What follows belongs to an exercise in optimizing a design on an open flow for small area; a production flow would make more cautious choices. Only simulation tests tie the RTL to the original design; equivalence was not proved. The flow treats the clock pin as an ideal source, which a real chip does not have. No activity file was given, so power comes from the tool's default toggle rates.

==> module pwm_codec, before the edit <==
module pwm_codec (
    input  wire clk,
    input  wire rst,         
    input  wire bus_in,
    output wire bus_drive
);
    localparam [2:0] RX_HIGH   = 3'd0;    
    localparam [2:0] RX_LOW    = 3'd1;    
    localparam [2:0] TX_HIGH   = 3'd2;    
    localparam [2:0] TX_LOW    = 3'd3;    
    localparam [2:0] TX_SPACE  = 3'd4;    
    localparam [2:0] TX_SETTLE = 3'd5;    
    localparam [2:0] TX_MARK   = 3'd6;    
    localparam [3:0] F_INIT0 = 4'd14;
    localparam [8:0] R_EMPTY = {1'b0, 3'd0, 5'd19};    
    reg  [14:0] c;
    reg  [2:0]  ph;
    reg  [8:0]  r;
    wire [3:0] f   = r[8:5];
    wire [4:0] q   = r[4:0];
    wire [2:0] cls = r[7:5];
    wire [4:0] p   = r[4:0];
    assign bus_drive = (ph == TX_MARK);
    wire        tov     = c[14];
    wire        in_mp   = !ph[2];
    wire        rx_mode = !ph[1];
    wire        mp_done = in_mp && (tov || (ph[0] && bus_in));
    wire w_ge6   = (c[13:7] >= 7'd3);            
    wire w_ge50  = (c[13:7] >= 7'd25);           
    wire w_ge220 = (c[13:8] >= 6'd55);           
    wire idle    = tov || w_ge220;
    wire noise   = !tov && !w_ge6;
    wire rbit    = w_ge50;
    wire per_end  = &{c[13:9], c[6:0]};                        
    wire mark_end = f_bit ? &{c[13], c[11], c[7], c[4:0]}      
                          : &{c[10:9], c[5:0]};                
    wire retry_out = q[4] & q[3] & q[0];                       
    wire dead      = p[4] & p[3];                              
    wire [4:0] q1  = q + 5'd1;
    wire [2:0] cls_n;
    wire [4:0] p_n;
    wire       hit;
    wire [3:0] f_start;
    wire       f_bit;
    wire [4:0] f_len;
    wire [3:0] f_next;
    wire       f_last;
    pwm_cmd_rom u_rom (
        .cls(cls), .p(p), .p1(q1), .b(rbit), .cls_n(cls_n), .p_n(p_n), .hit(hit), .f_start(f_start),
        .f(f), .n(q), .f_bit(f_bit), .f_len(f_len), .f_next(f_next), .f_last(f_last)
    );
    always @(posedge clk) begin
        if (rst) begin
            c  <= 15'd0;
            ph <= TX_HIGH;
            r  <= {F_INIT0, 5'd16};
        end else begin
            c <= c + 15'd1;
            if (in_mp) begin
                if (mp_done) begin
                    c  <= 15'd0;
                    ph <= {1'b0, ph[1], 1'b0};
                    if (rx_mode) begin
                        if (idle) begin
                            r <= R_EMPTY;
                            if (hit) begin
                                ph <= TX_HIGH;
                                r  <= {f_start, 5'd16};
                            end
                        end else if (noise) begin
                            r[4:0] <= 5'd31;
                        end else if (!dead) begin
                            r[7:0] <= {cls_n, p_n};
                        end
                    end else if (tov) begin
                        ph     <= TX_MARK;
                        r[4:0] <= f_len;
                    end else begin
                        r[4:0] <= q1;
                        if (retry_out) begin
                            if (f == F_INIT0) begin
                                ph     <= TX_SETTLE;      
                                r[4:0] <= 5'd31;
                            end else if (f_last) begin
                                ph <= RX_HIGH;
                                r  <= R_EMPTY;
                            end else begin
                                r  <= {f_next, 5'd16};
                            end
                        end
                    end
                end else if (!ph[0] && !bus_in) begin
                    c  <= 15'd0;
                    ph <= {1'b0, ph[1], 1'b1};
                end
            end else if (ph != TX_SETTLE) begin
                if (mark_end && ph == TX_MARK)
                    ph <= TX_SPACE;
                if (per_end) begin
                    c      <= 15'd0;
                    r[4:0] <= q1;
                    if (&q) begin
                        ph     <= TX_SETTLE;
                        r[4:0] <= (f == F_INIT0) ? 5'd27 : 5'd28;
                    end else begin
                        ph <= TX_MARK;
                    end
                end
            end else begin
                if (per_end) begin
                    c      <= 15'd0;
                    r[4:0] <= q1;
                    if (&q) begin
                        if (f_last) begin
                            ph <= RX_HIGH;
                            r  <= R_EMPTY;
                        end else begin
                            ph <= TX_HIGH;
                            r  <= {f_next, 5'd16};
                        end
                    end
                end
            end
        end
    end
endmodule
clock: 62.5 ns
lec_check: 0
cap_margin: 20
core_margin: 2
core_utilization: 40
slew_margin: 20
standard.sh (not shown) runs the stock make flow with config.mk's settings and CLKGATE_MAP_FILE= SYNTH_SCRIPT=/design/flow/synth_recipe.tcl, a recipe that flattens the netlist after the stock synthesis.
==> flow/flow/run.sh <==
#!/bin/bash
# Layout flow: the standard synthesis; then the combinational logic between
# the flip-flops is mapped again by ABC with an area-oriented script (the
# flip-flops keep their instances, names and cell types), proven equivalent
# to the standard netlist, and laid out by the standard flow from
# floorplan to finish, with its own clock buffering (see below). Each tool
# writes its output to its own log here.
set -euo pipefail
here=$(pwd)
R=$here/orfs/results/$FLOW_PLATFORM/pwm_codec/base
LIB=$FLOW_HOME/platforms/$FLOW_PLATFORM/lib/sky130_fd_sc_hd__tt_025C_1v80.lib
YOSYS=$(command -v yosys || true)
[[ -n "$YOSYS" ]] || YOSYS=$FLOW_HOME/../tools/install/yosys/bin/yosys

bash standard.sh synth > synth.log 2>&1
cp "$R/1_2_yosys.v" std_synth.v

python3 flow/resyn.py std_synth.v resyn.v "$FLOW_TOP" "$LIB" "$YOSYS" 11 60 > resyn.log 2>&1
bash flow/eqcheck.sh std_synth.v resyn.v "$FLOW_TOP" "$YOSYS" > eqcheck.log 2>&1

cp resyn.v "$R/1_2_yosys.v"
# Clock: flow/clkbuf.tcl, run before CTS, drives the flip-flops' clock pins
# through CLKBUF_N buffers fed by the clock port and has CTS skip the clock
# nets (flow/cts.args keeps CTS from adding dummy loads). Port buffers use the
# cell in flow/ports.args.
CLKBUF_CELL=sky130_fd_sc_hd__clkbuf_8 CLKBUF_N=2 CLKBUF_PORT=clk \
  bash standard.sh "CTS_ARGS=$(cat flow/cts.args)" "BUFFER_PORTS_ARGS=$(cat flow/ports.args)" \
  "PRE_CTS_TCL=$here/flow/clkbuf.tcl" finish > layout.log 2>&1
Other scripts of this flow, unchanged in this note and not shown: flow/flow/clkbuf.tcl, flow/flow/cts.args, flow/flow/eqcheck.sh, flow/flow/ports.args, flow/flow/resyn.py
Then changed:
--- a/flow/design.v
+++ b/flow/design.v
@@ -102,7 +102,11 @@
     wire noise   = !tov && !w_ge6;
     wire rbit    = w_ge50;
-    wire per_end  = &{c[13:9], c[6:0]};                        
-    wire mark_end = f_bit ? &{c[13], c[11], c[7], c[4:0]}      
-                          : &{c[10:9], c[5:0]};                
+    wire       pz     = ~|c[4:0];
+    wire       p63    = c[5] & pz;                             
+    wire       p31    = (c[5:0] == 6'b100100);                 
+    wire [14:0] c_inc = {c[14:6] + {8'd0, p63}, c[4:0], c[5] ^ c[0] ^ pz};
+    wire per_end  = &{c[13:9], c[6]} & p63;                    
+    wire mark_end = f_bit ? (c[13] & c[11] & c[7] & p31)       
+                          : (c[10] & c[9] & p63);              
     wire retry_out = q[4] & q[3] & q[0];                       
     wire dead      = p[4] & p[3];                              
@@ -126,5 +130,5 @@
             r  <= {F_INIT0, 5'd16};
         end else begin
-            c <= c + 15'd1;
+            c <= c_inc;
             if (in_mp) begin
                 if (mp_done) begin
Result: The changed run completed without violations. Clock skew is lower by 0.0038 ns. Total power is higher by 15%. Synthesized area stays flat. Register-to-register slack loses 0.53 ns. Utilization is lower by 0.20 points. First-iteration DRC count is higher by 28%. Final cell count is lower by 3.6%. Routed wire length is lower by 5.1%.

[port drivers added, routing unchanged]
How much do the figures lean on ideal ports? The routed layouts below were timed once more, with nothing changed but the port constraints. Step 1: set_driving_cell puts a clkbuf_16 on clk and a buf_2 on each other input, an assumption about the parent block. Step 2 adds t to the input delays and takes it off the output delays; t is the mean of the earliest and latest rising clock arrival at the registers after step 1. Input paths then give back, and output paths get back, about the clock's delay inside the block. Three values: ideal ports, drivers, drivers and shift; two values: the first two.
| run | t, ns | setup slack, ns | pins driven straight from the clock port |
|---|---|---|---|
| the first run | 0.181 | 48.497 / 48.508 / 48.326 | 2 |
| the second run | 0.177 | 47.631 / 47.641 / 47.464 | 2 |
After both steps setup and hold are still met in every run listed. The setup slack of the first run, which loses most, moves by +0.011 ns with the drivers and by -0.171 ns with both steps.
